This is an optimization exercise on Yosys and OpenROAD, whose aim is small area, a short achievable clock period and few clock cycles per item, not a production implementation. Function was checked by simulation only, so behaviour that the tests miss may differ from the original.

Setup of the reference run:
// yuv2rgb
module yuv2rgb (
    input  wire       clk,
    input  wire       rst,
    input  wire       in_valid,
    output wire       in_ready,
    input  wire [7:0] in_y,
    input  wire [7:0] in_u,
    input  wire [7:0] in_v,
    output wire       out_valid,
    input  wire       out_ready,
    output wire [7:0] out_r,
    output wire [7:0] out_g,
    output wire [7:0] out_b,
    output wire [7:0] out_luma
);
For scale: ~110 flip-flops, roughly 62 I/O pins, about 13000 sq um of cells after synthesis.
Settings: LEC_CHECK=0, CAP_MARGIN=20, CORE_MARGIN=2, CORE_UTILIZATION=40, SLEW_MARGIN=20, SYNTH_HIERARCHICAL=1, SYNTH_MINIMUM_KEEP_SIZE=0, TNS_END_PERCENT=10; clock period 16.0 ns.
standard.sh (not shown) runs the stock make flow with config.mk's settings and CLKGATE_MAP_FILE= SYNTH_SCRIPT=/design/flow/synth_recipe.tcl, a recipe that flattens the netlist after the stock synthesis.
==> flow/flow/run.sh <==
#!/bin/bash
# Standard ORFS layout (the standard.sh) with these changes in how it is made:
#  - the port buffers buffer_ports inserts are sky130_fd_sc_hd__buf_1 cells
#    (every input and output port still gets its own buffer);
#  - clock tree synthesis runs with its standard options but without dummy loads;
#  - timing repair is asked to leave 11.7 ns of setup slack at the design's
#    16 ns clock, so the resizer works on the critical paths.
# Clock period, I/O constraints and all other steps are the standard ones.
# make's output goes to standard_flow.log; each ORFS step keeps its own log
# under orfs/logs/.
set -euo pipefail
export BUFFER_PORTS_ARGS="-buffer_cell sky130_fd_sc_hd__buf_1"
export CTS_ARGS="-sink_clustering_enable -repair_clock_nets -dont_use_dummy_load"
bash standard.sh SETUP_SLACK_MARGIN=11.7 finish > standard_flow.log 2>&1
Testbench counts of the reference run, summed over its fixed seeds: cycles 16,024, items 16,000.
Edits applied to the flow inputs when going from the reference run to the trial run:
==> flow/flow/run.sh <==
#!/bin/bash
# Standard ORFS layout (the standard.sh) with two changes in how it is made:
#  - the port buffers buffer_ports inserts are sky130_fd_sc_hd__buf_1 cells
#    (every input and output port still gets its own buffer);
#  - timing repair is asked to leave 11.0 ns of setup slack at the design's
#    16 ns clock, so the resizer works on the critical paths.
# Clock period, I/O constraints and all other steps are the standard ones.
set -euo pipefail
export BUFFER_PORTS_ARGS="-buffer_cell sky130_fd_sc_hd__buf_1"
bash standard.sh SETUP_SLACK_MARGIN=11.9 finish > standard_flow.log 2>&1
## What came out
The trial run: flow completed, timing, DRC and antenna clean. From the trial run to the reference run, area of the die did not move at all. Mapped cell area: the trial run vs the reference run identical. Compared with the reference run, placement density in the core of the trial run is higher. Diff the reference run -> the trial run: worst hold margin flat; share of the clock period used by the worst path after layout went up. Setup WNS the reference run -> the trial run: worse. Against the reference run, the final cell area of the trial run is higher. Number of global-route vias before repair, the trial run and the reference run: higher on the trial run. Comparing the trial run against the reference run, there is no change at all in area taken by flip-flops and latches.

yuv2rgb, a different RTL version from the one above (not shown whole).
Size: about 960 cells after synthesis, about 110 flip-flops, roughly 62 I/O pins, roughly 12000 sq um of cells after synthesis.
export LEC_CHECK = 0
export CAP_MARGIN = 20
export CORE_MARGIN = 2
export CORE_UTILIZATION = 40
export SLEW_MARGIN = 20
export SYNTH_HIERARCHICAL = 1
export SYNTH_MINIMUM_KEEP_SIZE = 0
export TNS_END_PERCENT = 0
create_clock -name core_clock -period 16.0 [get_ports {clk}]
==> flow/flow/run.sh <==
#!/bin/bash
# Standard ORFS layout (the standard.sh) with two changes in how it is made:
#  - the port buffers buffer_ports inserts are sky130_fd_sc_hd__buf_1 cells
#    (every input and output port still gets its own buffer);
#  - timing repair is asked to leave 11.0 ns of setup slack at the design's
#    16 ns clock, so the resizer works on the critical paths.
# Clock period, I/O constraints and all other steps are the standard ones.
set -euo pipefail
export BUFFER_PORTS_ARGS="-buffer_cell sky130_fd_sc_hd__buf_1"
bash standard.sh SETUP_SLACK_MARGIN=11.8 finish > standard_flow.log 2>&1
The baseline completed with no timing, DRC or antenna violations.
Testbench counts at the start, summed over its fixed seeds: cycles 16,024, items 16,000.
==> next run, changes <==
TNS_END_PERCENT = unset   (was 0)
Synthesized cell count does not change.
Cell area rose by a few percent.
Final cell count rose slightly.
Setup slack gains 0.027 ns.
Global-route usage rose by 0.39 points.

Another version of the RTL of yuv2rgb (not shown whole).
Size: about 930 cells after synthesis, roughly 110 flip-flops, ~62 I/O pins, ~12000 um2 of cells after synthesis.
clock: 16.0 ns
lec_check: 0
cap_margin: 20
core_margin: 2
core_utilization: 40
cts_cluster_diameter: 120
cts_cluster_size: 40
slew_margin: 20
synth_hierarchical: 1
synth_minimum_keep_size: 0
==> flow/flow/run.sh <==
#!/bin/bash
# Standard ORFS layout (the standard.sh) with two changes in how it is made:
#  - the port buffers buffer_ports inserts are sky130_fd_sc_hd__buf_1 cells
#    (every input and output port still gets its own buffer);
#  - timing repair is asked to leave 11.0 ns of setup slack at the design's
#    16 ns clock, so the resizer works on the critical paths.
# Clock period, I/O constraints and all other steps are the standard ones.
set -euo pipefail
export BUFFER_PORTS_ARGS="-buffer_cell sky130_fd_sc_hd__buf_1"
bash standard.sh SETUP_SLACK_MARGIN=11.4 finish > standard_flow.log 2>&1
Testbench counts at the start, summed over its fixed seeds: cycles 16,024, items 16,000.
Then changed:
--- a/flow/flow/run.sh
+++ b/flow/flow/run.sh
@@ -8,3 +8,3 @@
 set -euo pipefail
 export BUFFER_PORTS_ARGS="-buffer_cell sky130_fd_sc_hd__buf_1"
-bash standard.sh SETUP_SLACK_MARGIN=11.4 finish > standard_flow.log 2>&1
+bash standard.sh SETUP_SLACK_MARGIN=11.6 finish > standard_flow.log 2>&1
- CTS_CLUSTER_DIAMETER: 120 -> not set
- CTS_CLUSTER_SIZE: 40 -> not set
After rerunning: The new run ran to the end with no violations; die area stays the same; clock skew is about the same; global-route usage increases by 0.10 points; core utilization came out higher by 0.73 points.

[re-timing with driven ports]
How much do the figures lean on ideal ports? The routed layouts below were timed once more, with nothing changed but the port constraints. Step 1: set_driving_cell puts a clkbuf_16 on clk and a buf_2 on each other input, an assumption about the parent block. Step 2 also shifts input and output timing later by t, the mid clock arrival at the registers, as if the neighbouring blocks saw the same clock. Slacks: ideal / step 1 / step 2; pairs: ideal / step 1.
run	t (ns)	setup slack, ns	worst setup path at the end
the reference run	0.395	11.752 / 11.752 / 11.410	input to register
the trial run	0.401	11.726 / 11.726 / 11.425	input to register
the first run of note 2	0.405	11.487 / 11.487 / 11.487	register to register
the second run of note 2	0.410	11.513 / 11.513 / 11.513	register to register
the first run of note 3	0.411	11.332 / 11.332 / 11.262	input to register
the second run of note 3	0.399	11.406 / 11.406 / 11.406	register to register
After both steps every run listed still meets setup and hold. The setup slack of the reference run, which loses most, moves by 0.000 ns with the drivers and by -0.342 ns with both steps.
